Context: an optimization exercise on an open-source flow, tuned for small area, a short achievable clock period and few clock cycles. The choices shown serve that exercise and are no tape-out recipe.
Only simulation tests tie the RTL to the original design; equivalence was not proved.

==> design.v <==
module hash64_core (
    input  wire        clk,
    input  wire        rst,
    input  wire        start,
    input  wire [15:0] base,
    input  wire [15:0] offset,
    input  wire [6:0]  length,
    output wire        busy,
    output reg         done,
    output wire [63:0] digest,
    output reg         mem_req,
    output reg  [15:0] mem_addr,
    input  wire        mem_ack,
    input  wire [63:0] mem_rdata
);
    localparam [63:0] K0 = 64'hc3a5c85c97cb3127;
    localparam [63:0] K1 = 64'hb492b66fbe98f273;
    localparam [63:0] K2 = 64'h9ae16a3b2f90404f;
    localparam [63:0] K9 = 64'h71ecbc14ac124357;
    localparam [2:0] T_Z = 3'd0,    
                     T_S = 3'd1,    
                     T_4 = 3'd2,    
                     T_8 = 3'd3,    
                     T_1 = 3'd4,    
                     T_2 = 3'd5,    
                     T_3 = 3'd6;    
    function [63:0] rotr;
        input [63:0] v;
        input integer r;
        rotr = (v >> r) | (v << (64 - r));
    endfunction
    function [63:0] shiftmix;
        input [63:0] v;
        shiftmix = v ^ (v >> 47);
    endfunction
    reg        busy_r;
    reg [2:0]  tr;           
    reg [4:0]  st;           
    reg [15:0] s_addr;       
    reg [6:0]  n;            
    reg [7:0]  mlo;          
    reg [10:0] m9lo;         
    reg [63:0] R;            
    reg [63:0] P;            
    reg [63:0] UA, VA, UB, VB, H;
    assign busy   = busy_r;
    assign digest = P;
    reg        c_fin;
    reg        c_me;                   
    reg        c_xa, c_xb;             
    reg [6:0]  c_y;                    
    reg [5:0]  c_b;                    
    reg        c_ch, c_cv;             
    reg        c_acc, c_accb, c_init;  
    reg [1:0]  c_at;                   
    reg [2:0]  c_ua;                   
    reg [2:0]  c_va;                   
    reg [2:0]  c_ub;                   
    reg [1:0]  c_vb;                   
    reg [1:0]  c_h;                    
    reg        d_fin, d_me, d_xa, d_xb, d_ch, d_cv, d_acc, d_accb, d_init;
    reg [6:0]  d_y;
    reg [5:0]  d_b;
    reg [1:0]  d_at, d_vb, d_h;
    reg [2:0]  d_ua, d_va, d_ub;
    reg        d_req;        
    reg        d_on;         
    reg [2:0]  d_k;
    localparam [6:0] Y_ONE = 7'd1, Y_R = 7'd2, Y_ROT = 7'd4, Y_UA = 7'd8,
                     Y_UB = 7'd16, Y_P = 7'd32, Y_SMP = 7'd64;
    localparam [5:0] B_K1 = 6'd1, B_K2 = 6'd2, B_M = 6'd4, B_M0 = 6'd8,
                     B_M9 = 6'd16, B_K0 = 6'd32;
    reg [2:0] dtr;
    reg [4:0] dst;
    always @(*) begin
        d_fin = 1'b0; d_me = 1'b0; d_xa = 1'b0; d_xb = 1'b0;
        d_ch = 1'b0; d_cv = 1'b0; d_acc = 1'b0; d_accb = 1'b0; d_init = 1'b0;
        d_y = 7'd0; d_b = 6'd0; d_at = 2'd0;
        d_ua = 3'd0; d_va = 3'd0; d_ub = 3'd0; d_vb = 2'd0; d_h = 2'd0;
        d_req = 1'b0; d_on = 1'b0; d_k = 3'd0;
        case (dtr)
            T_Z: case (dst)
                5'd1: begin d_me = 1'b1; d_y = Y_ONE; d_b = B_K2; d_fin = 1'b1; end
                default: ;
            endcase
            T_S: case (dst)
                5'd1: d_req = 1'b1;
                5'd2: begin d_ua = 3'd4; d_va = 3'd5; end
                5'd3: begin d_me = 1'b1; d_y = Y_UA; d_b = B_K2; end
                5'd4: begin d_me = 1'b1; d_xa = 1'b1; d_b = B_K0; d_vb = 2'd3; end
                5'd5: d_ub = 3'd4;
                5'd6: begin d_me = 1'b1; d_y = Y_UB; d_b = B_K2; d_fin = 1'b1; end
                default: ;
            endcase
            T_4: case (dst)
                5'd1: d_req = 1'b1;
                5'd2: begin d_ua = 3'd5; d_va = 3'd4; end
                5'd3: begin d_me = 1'b1; d_xa = 1'b1; d_y = Y_UA; d_b = B_M; end
                5'd4: begin d_me = 1'b1; d_xa = 1'b1; d_y = Y_SMP; d_b = B_M; end
                5'd5: begin d_me = 1'b1; d_y = Y_SMP; d_b = B_M; d_fin = 1'b1; end
                default: ;
            endcase
            T_8: case (dst)
                5'd1: d_req = 1'b1;
                5'd2: begin d_req = 1'b1; d_on = 1'b1; d_k = 3'd1; d_vb = 2'd2; end
                5'd3: begin d_me = 1'b1; d_y = Y_ROT; d_b = B_M; d_cv = 1'b1; d_ub = 3'd3; end
                5'd4: begin d_me = 1'b1; d_y = Y_UB; d_b = B_M; d_vb = 2'd3; end
                5'd5: begin d_me = 1'b1; d_xb = 1'b1; d_y = Y_P; d_b = B_M; d_va = 3'd3; end
                5'd6: begin d_me = 1'b1; d_xa = 1'b1; d_y = Y_SMP; d_b = B_M; end
                5'd7: begin d_me = 1'b1; d_y = Y_SMP; d_b = B_M; d_fin = 1'b1; end
                default: ;
            endcase
            T_1: case (dst)
                5'd1: begin d_req = 1'b1; d_on = 1'b1; d_k = 3'd1; end
                5'd2: begin d_req = 1'b1; d_on = 1'b1; d_k = 3'd2;
                            d_me = 1'b1; d_y = Y_R; d_b = B_M; end
                5'd3: begin d_req = 1'b1; d_k = 3'd0;
                            d_me = 1'b1; d_y = Y_R; d_b = B_K2;
                            d_acc = 1'b1; d_init = 1'b1; d_at = 2'd1; end
                5'd4: begin d_req = 1'b1; d_k = 3'd1;
                            d_me = 1'b1; d_y = Y_R; d_b = B_K1;
                            d_acc = 1'b1; d_at = 2'd2; end
                5'd5: begin d_acc = 1'b1; d_at = 2'd0; end
                5'd6: begin d_me = 1'b1; d_xa = 1'b1; d_y = Y_UA; d_b = B_M; end
                5'd7: begin d_me = 1'b1; d_xa = 1'b1; d_y = Y_SMP; d_b = B_M; end
                5'd8: begin d_me = 1'b1; d_y = Y_SMP; d_b = B_M; d_fin = 1'b1; end
                default: ;
            endcase
            default: case (dst)    
                5'd1: begin d_req = 1'b1; d_k = 3'd0; end
                5'd2: begin d_req = 1'b1; d_k = 3'd1;
                            d_me = 1'b1; d_y = Y_R; d_b = B_K1; end
                5'd3: begin d_req = 1'b1; d_k = 3'd3;
                            d_acc = 1'b1; d_init = 1'b1; d_at = 2'd0; end
                5'd4: begin d_req = 1'b1; d_k = 3'd2;
                            d_me = 1'b1; d_y = Y_R; d_b = B_M0; end
                5'd5: begin d_req = 1'b1; d_on = (dtr == T_2); d_k = (dtr == T_2) ? 3'd4 : 3'd4;
                            d_me = 1'b1; d_y = Y_R; d_b = B_K2;
                            d_acc = 1'b1; d_at = 2'd1; end
                5'd6: begin d_req = 1'b1; d_on = (dtr == T_2); d_k = (dtr == T_2) ? 3'd3 : 3'd5;
                            d_me = 1'b1; d_y = Y_R; d_b = B_K1;
                            d_acc = 1'b1; d_at = 2'd2; end
                5'd7: begin d_req = 1'b1; d_on = (dtr == T_2); d_k = (dtr == T_2) ? 3'd1 : 3'd7;
                            d_me = 1'b1; d_xa = 1'b1; d_y = Y_UA; d_b = B_M0;
                            d_acc = 1'b1; d_accb = 1'b1; d_init = 1'b1; d_at = 2'd0; end
                5'd8: begin d_req = 1'b1; d_on = (dtr == T_2); d_k = (dtr == T_2) ? 3'd2 : 3'd6;
                            d_me = 1'b1; d_y = Y_R; d_b = B_M; d_ua = 3'd2; end
                5'd9: begin d_me = 1'b1; d_y = Y_R; d_b = B_K2;
                            d_acc = 1'b1; d_accb = 1'b1; d_at = 2'd1; end
                5'd10: begin d_me = 1'b1; d_y = Y_UA; d_b = B_M0;
                             d_acc = 1'b1; d_accb = 1'b1; d_at = 2'd2; end
                5'd11: begin d_me = 1'b1; d_xb = 1'b1; d_y = Y_UB; d_b = B_M;
                             d_h = 2'd1; d_ua = 3'd3; end
                5'd12: begin d_me = 1'b1; d_xb = 1'b1; d_y = Y_SMP; d_b = B_M;
                             d_req = (dtr == T_3); d_on = 1'b1; d_k = 3'd1; end
                5'd13: begin
                    d_me = 1'b1; d_y = Y_SMP; d_b = B_M;
                    if (dtr == T_2) begin
                        d_ch = 1'b1;
                    end else begin
                        d_y = Y_R; d_va = 3'd2; d_ub = 3'd2;
                        d_req = 1'b1; d_on = 1'b1; d_k = 3'd2;
                    end
                end
                5'd14: begin
                    d_me = 1'b1;
                    if (dtr == T_2) begin
                        d_y = Y_P; d_b = B_M; d_fin = 1'b1;
                    end else begin
                        d_y = Y_R; d_b = B_K2; d_acc = 1'b1; d_at = 2'd1;
                        d_req = 1'b1; d_on = 1'b1; d_k = 3'd4;
                    end
                end
                5'd15: if (dtr == T_3) begin
                    d_me = 1'b1; d_y = Y_R; d_b = B_K1; d_acc = 1'b1; d_at = 2'd2;
                    d_req = 1'b1; d_on = 1'b1; d_k = 3'd3;
                end
                5'd16: if (dtr == T_3) begin
                    d_me = 1'b1; d_y = Y_UB; d_b = B_M; d_acc = 1'b1; d_at = 2'd0;
                end
                5'd17: if (dtr == T_3) begin
                    d_me = 1'b1; d_xa = 1'b1; d_y = Y_UA; d_b = B_M; d_h = 2'd2;
                end
                5'd18: if (dtr == T_3) begin
                    d_me = 1'b1; d_xa = 1'b1; d_y = Y_SMP; d_b = B_M;
                end
                5'd19: if (dtr == T_3) begin
                    d_me = 1'b1; d_y = Y_SMP; d_b = B_M9; d_ch = 1'b1; d_fin = 1'b1;
                end
                default: ;
            endcase
        endcase
    end
    wire       go    = start && !busy_r;
    wire       stall = mem_req && !mem_ack;
    wire       adv   = busy_r && !stall;
    wire [2:0] tier_in = (length == 7'd0)  ? T_Z :
                         (length <= 7'd3)  ? T_S :
                         (length <= 7'd7)  ? T_4 :
                         (length <= 7'd16) ? T_8 :
                         (length <= 7'd32) ? T_1 :
                         (length <= 7'd64) ? T_2 : T_3;
    always @(*) begin
        dtr = go ? tier_in : tr;
        dst = go ? 5'd1 : st + 5'd1;
    end
    wire [6:0]  n_d   = go ? length : n;
    wire [6:0]  d_off = d_on ? n_d - {1'b0, d_k, 3'b000} : {1'b0, d_k, 3'b000};
    wire [15:0] s_in  = base + offset;
    wire [7:0]  adj_in  = (length > 7'd64) ? 8'd114 : (length > 7'd32) ? 8'd30 : 8'd0;
    wire [7:0]  mlo_in  = 8'h4f + {length, 1'b0} - adj_in;
    wire [10:0] m9lo_in = {3'b000, mlo_in} + {mlo_in, 3'b000};
    always @(posedge clk) begin
        if (rst) begin
            busy_r  <= 1'b0;
            done    <= 1'b0;
            mem_req <= 1'b0;
            {c_fin, c_me, c_xa, c_xb, c_ch, c_cv, c_acc, c_accb, c_init} <= 9'd0;
            c_y <= 7'd0; c_b <= 6'd0; c_at <= 2'd0;
            c_ua <= 3'd0; c_va <= 3'd0; c_ub <= 3'd0; c_vb <= 2'd0; c_h <= 2'd0;
        end else if (go || adv) begin
            if (go) begin
                busy_r <= 1'b1;
                done   <= 1'b0;
                tr     <= tier_in;
                n      <= length;
                s_addr <= s_in;
                mlo    <= mlo_in;
                m9lo   <= m9lo_in;
            end else if (c_fin) begin
                busy_r <= 1'b0;
                done   <= 1'b1;
            end
            st <= dst;
            {c_fin, c_me, c_xa, c_xb, c_ch, c_cv, c_acc, c_accb, c_init} <=
                {d_fin, d_me, d_xa, d_xb, d_ch, d_cv, d_acc, d_accb, d_init};
            c_y <= d_y; c_b <= d_b; c_at <= d_at;
            c_ua <= d_ua; c_va <= d_va; c_ub <= d_ub; c_vb <= d_vb; c_h <= d_h;
            mem_req  <= d_req && !(c_fin && !go);
            mem_addr <= (go ? s_in : s_addr) + {9'd0, d_off};
        end
    end
    wire [63:0] smp = shiftmix(P);
    wire [63:0] mM  = {K2[63:8], mlo};
    wire [63:0] mM0 = (tr == T_2) ? K2 - 64'd30 : K2 - 64'd114;
    wire [63:0] mM9 = {K9[63:11], m9lo};
    wire [63:0] xop = ({64{c_xa}} & VA) | ({64{c_xb}} & VB);
    wire [63:0] yop = ({64{c_y[0]}} & 64'd1)
                    | ({64{c_y[1]}} & R)
                    | ({64{c_y[2]}} & rotr(R, 37))
                    | ({64{c_y[3]}} & UA)
                    | ({64{c_y[4]}} & UB)
                    | ({64{c_y[5]}} & P)
                    | ({64{c_y[6]}} & smp);
    wire [63:0] mop_a = xop ^ yop;
    wire [63:0] mop_b = ({64{c_b[0]}} & K1)
                      | ({64{c_b[1]}} & K2)
                      | ({64{c_b[2]}} & mM)
                      | ({64{c_b[3]}} & mM0)
                      | ({64{c_b[4]}} & mM9)
                      | ({64{c_b[5]}} & K0);
    wire [63:0] mop_c = ({64{c_ch}} & H) | ({64{c_cv}} & VB);
    wire [63:0] prod  = mop_a * mop_b + mop_c;
    wire        t8    = (c_ub == 3'd3);
    wire [63:0] sumpr = (t8 ? rotr(VB, 25) : P) + R;
    wire [63:0] rk2   = R + K2;
    wire [63:0] u_in  = c_init ? 64'd0 : c_accb ? UB : UA;
    wire [63:0] v_in  = c_init ? 64'd0 : c_accb ? VB : VA;
    wire [63:0] u_t   = (c_at == 2'd0) ? rotr(sumpr, 43) :
                        (c_at == 2'd1) ? rotr(P, 30) : P;
    wire [63:0] v_p   = (c_at == 2'd2) ? 64'd0 : P;
    wire [63:0] v_r   = (c_at == 2'd0) ? rotr(rk2, 18) : 64'd0;
    wire [63:0] u_new = u_in + u_t;
    wire [63:0] v_new = v_in + v_p + v_r;
    wire [6:0]  nm1   = n - 7'd1;
    wire [6:0]  nh    = {1'b0, n[6:1]};
    wire [6:0]  nm4   = n - 7'd4;
    wire [7:0]  by_b  = R[{nh[2:0], 3'b000} +: 8];
    wire [7:0]  by_c  = R[{nm1[2:0], 3'b000} +: 8];
    wire [63:0] s_y   = {48'd0, by_b, R[7:0]};
    wire [63:0] s_z   = {54'd0, by_c, n[1:0]};
    wire [63:0] s_u   = {29'd0, R[31:0], 3'b000} + {57'd0, n};
    wire [63:0] s_v   = {32'd0, R[{nm4[1:0], 3'b000} +: 32]};
    wire [63:0] kk    = (H >> 17) + (smp >> 21);
    always @(posedge clk) begin
        if (mem_req && mem_ack)
            R <= mem_rdata;
        if (adv) begin
            if (c_me) P <= prod;
            case (c_ua)
                3'd1: UA <= (c_acc && !c_accb) ? u_new : UA;
                3'd2: UA <= VA ^ smp;
                3'd3: UA <= smp;
                3'd4: UA <= s_y;
                3'd5: UA <= s_u;
                default: if (c_acc && !c_accb) UA <= u_new;
            endcase
            case (c_va)
                3'd2: VA <= smp;
                3'd3: VA <= P;
                3'd4: VA <= s_v;
                3'd5: VA <= s_z;
                default: if (c_acc && !c_accb) VA <= v_new;
            endcase
            case (c_ub)
                3'd2: UB <= kk;
                3'd3: UB <= sumpr;
                3'd4: UB <= shiftmix(VB ^ P);
                default: if (c_acc && c_accb) UB <= u_new;
            endcase
            case (c_vb)
                2'd2: VB <= rk2;
                2'd3: VB <= P;
                default: if (c_acc && c_accb) VB <= v_new;
            endcase
            case (c_h)
                2'd1: H <= smp;
                2'd2: H <= P;
                default: ;
            endcase
        end
    end
endmodule
==> run.sh <==
#!/bin/bash
# synth_recipe.tcl (not shown) runs the flow's synth.tcl, then flattens the netlist and writes it again
# the make line also repeats each setting of config.mk as NAME=value (left out here)
make -C /OpenROAD-flow-scripts/flow DESIGN_CONFIG=/design/flow/config.mk WORK_HOME=/design/flow/orfs CLKGATE_MAP_FILE= SYNTH_SCRIPT=/design/flow/synth_recipe.tcl finish
==> config.mk <==
export PLATFORM = sky130hd
export DESIGN_NAME = hash64_core
export DESIGN_NICKNAME = hash64_core
export VERILOG_FILES = /design/flow/design.v
export SDC_FILE = /design/flow/constraint.sdc
export NUM_CORES = 4
export LEC_CHECK = 0
export CAP_MARGIN = 20
export CORE_MARGIN = 2
export CORE_UTILIZATION = 30
export PLACE_DENSITY = 0.45
export SETUP_SLACK_MARGIN = 0.5
export SLEW_MARGIN = 20
==> constraint.sdc <==
create_clock -name core_clock -period 24.0 [get_ports {clk}]
set_input_delay 4.8000 -clock core_clock [delete_from_list [all_inputs] [get_ports {clk}]]
set_output_delay 4.8000 -clock core_clock [all_outputs]
set_load 0.01 [all_outputs]
==> results.toml <==
[run_status]
status = "complete, no violations"

[clock_tree]
cts_tree = "built"
clkSinkCount = 550
ctsResizeCount = 0
postCtsSetupRepairBufs = 0
numCtsBuffers = 79
htree_levels = 3
cts_max_path_buffers = 3
path_clk_slew_ns = 0.07
clock_latency_ns = 0.78
holdBufCountCts = 0
cts-root-buf = "clkbuf_16"

[synthesis]
ys_ff_latch = 550
yosys_warnings = 1
synthArstFlopShare_pct = 0
ys_seq_area_share_pct = 14.5
synth_area_per_cell_um2 = 8.83
synth_ff_type = "edfxtp_1"
syn_inst = 12608
postSynthNetCount = 15248
syn-cell-area_um2 = 111000
synth_edf_count = 510
ys_types = 92

[final_layout]
fin_area_um2 = 125000
layout.nets = 15377
area_delta_synth_final_pct = 11.9
fin_cells = 17839
drive_gt1_share_pct = 7.55

[drt]
dr.pass1.iters = 9
wl_per_cell_um = 38.3
vias_per_cell = 5.64
dr_total_vias = 100618
ant_nets = 0
drt-total-wl_um = 684000
drt-initial-drc-count = 13126
route.detailed.drc = 0

[floorplan]
die_area_um2 = 376000
start_util_pct = 30.2
ioPinCount = 190
design.core.area_um2 = 369000
die_y_um = 613
die_w_um = 613
rows = 223

[timing]
finalCriticalPeriod_ns = 12.86
setup_viol = 0
period_share_pct = 53.6
worstMarginPinSlew_ns = 1.31
hold_viol = 0
setup_tns_ns = 0
fmax_mhz = 77.8
slew_viol_final = 0
clock_skew_ns = 0.0634
relSlewSlack_pct = 12.1
rsz0062_at_grt = "no"

[global_routing]
antenna_found_initial = 95
grt_pass1_wl_um = 908000
globalRouteTotalUtil_pct = 36.0
grt_start_max_net_pins = 61
overflow = 0
grt_pass1_vias = 99347

[critical_path]
cp-end-kind = "flip-flop"
cp.required_ns = 24.47
slowest_stage = "edfxtp_1"
rr_endpoint = "P[62]"
arrival_ns = 13.33
r2r_cells = 39
cp_common_cell = "fa_1"
max_stage_delay_ns = 1.15
worstReg2RegStart = "P[15]"
r2r_setup_slack_ns = 11.14
start_kind = "flip-flop"
crit_type = "flip-flop to flip-flop"
path_max_fanout = 10

[run]
maxCapViolations = 0

[worst_hold_path]
min_from = "c_h[1]"
worst_hold_path.num_cells = 2
whs_endpoint = "c_h[1]"
worst_hold_path_type = "flip-flop to flip-flop"

[placement]
place_hpwl_um = 562000
port_buffers = 189
gp_congestion = 1.12
post_dp_cell_area_um2 = 122000
dp_cells = 17604
-- flip-flops by register name, summed over array words and instances (netlist names), 64 cells and up --
register and flops:
VB 64, UB 64, UA 64, H 64, P 64, R 64, VA 64
-- cell families after synthesis --
family	Yosys count	synth area share [%]
compound gates	2191	12.7
simple gates	3243	12.4
mux	306	3.38
flops	550	14.5
buf+inv	2962	9.99
xor+xnor	823	6.48
fa+ha+maj	2533	40.6
-- layout by cell type (no fill, tap or decap), drive strengths merged, types with 160 or more instances in the layout --
master,Yosys,routed
inv,2311,2315
fa,1796,1796
nand2,1532,1532
nor2,955,955
ha,737,737
a21oi,569,569
xnor2,546,546
edfxtp,510,510
buf,99,507
o21ai,497,497
xor2,276,276
a21o,252,252
a22oi,239,239
mux2i,232,232
clkdlybuf4s50,0,188
nand3,160,160
-- metrics by stage --
stage	util (%)	worst slack [ns]	hold slack [ns]
4_1_cts	33.7	11.42	0.468
5_1_grt	33.7	11.00	0.511
3_5_place_dp	32.9	11.47	0.459
3_3_place_gp	32.9	11.41	0.451
6_report	33.8	11.14	0.466
2_1_floorplan	-	13.81	0.436
-- synthesized netlist by cell type, types with 68 or more instances --
| library cell | number | area, um2 |
|---|---|---|
| inv_1 | 2311 | 8670 |
| fa_1 | 1796 | 36000 |
| nand2_1 | 1532 | 5750 |
| nor2_1 | 954 | 3580 |
| ha_1 | 737 | 9220 |
| a21oi_1 | 568 | 2840 |
| clkbuf_1 | 548 | 2060 |
| xnor2_1 | 546 | 4780 |
| edfxtp_1 | 510 | 15300 |
| o21ai_0 | 488 | 2440 |
| xor2_1 | 276 | 2420 |
| a21o_1 | 252 | 1890 |
| a22oi_1 | 239 | 1790 |
| mux2i_1 | 232 | 2320 |
| nand3_1 | 160 | 801 |
| buf_1 | 97 | 364 |
| or2_2 | 97 | 607 |
| nand2b_1 | 96 | 601 |
| nor2b_1 | 94 | 588 |
| o22ai_1 | 78 | 488 |
| nor3_1 | 68 | 340 |
-- worst max-delay path: cells and delay by family, from the launching register on --
kind | cells | cell delay, ns
fa+ha+maj | 11 | 5.31
compound gates | 10 | 2.89
simple gates | 5 | 1.52
flops | 1 | 1.15
buf+inv | 10 | 0.88
xor+xnor | 3 | 0.78
-- layer usage --
| layer | part of all wire, % | wire, um | vias up | track usage [%] |
|---|---|---|---|---|
| met5 | 0.075 | 513 | - | 0.581 |
| met4 | 8.8 | 59900 | 42 | 26.6 |
| met3 | 10 | 70600 | 1638 | 10.7 |
| met2 | 42 | 285000 | 6246 | 52.1 |
| met1 | 39 | 268000 | 51826 | 45.2 |
| li1 | - | - | 40866 | - |
-- layout make-up --
type | count | area, um2
clock buffers | 99 | 2230
fillers | 39132 | 245000
multi-input cells | 9096 | 84800
repair buffers | 695 | 5750
well taps | 4950 | 6190
inverters | 2315 | 8690
clock inverters | 44 | 594
flip-flops and latches | 550 | 16200
diodes | 90 | 225
-- how the worst max path moves through the flow --
stage	start	end	slack [ns]	cells past startpoint
finish	P[15]	P[62]	11.14	39
global route	P[15]	P[60]	11.00	41
CTS	P[15]	P[62]	11.42	39
detailed placement	P[15]	P[62]	11.47	39
global placement	c_xa	P[62]	11.41	35
floorplan	c_y[5]	P[60]	13.81	42
Testbench counts, summed over its fixed seeds: cycles 18,038.

[what the ideal ports hide]
In the flow no input, the clock included, has a driving cell. The finished layout below was timed again as built, in two steps.
Step 1 (the two cells are an assumption about what drives the block):
set clk [get_ports {clk}]
set_driving_cell -lib_cell sky130_fd_sc_hd__clkbuf_16 $clk
set_driving_cell -lib_cell sky130_fd_sc_hd__buf_2 [delete_from_list [all_inputs] $clk]
Step 2, shift: input delay + t, output delay - t, t = (earliest + latest rising clock arrival at the registers) / 2. This alone moves slack from input paths to output paths.
Slacks: no drivers / after step 1 / after step 2; pairs: no drivers / after step 1.
t (ns): 0.853
setup WS [ns]: 11.139 / 11.139 / 11.139
worst register clock-pin slew, ns: 0.07 / 0.07
After both steps setup and hold are still met in this run. The setup slack of this run moves by 0.000 ns with the drivers and by 0.000 ns with both steps.
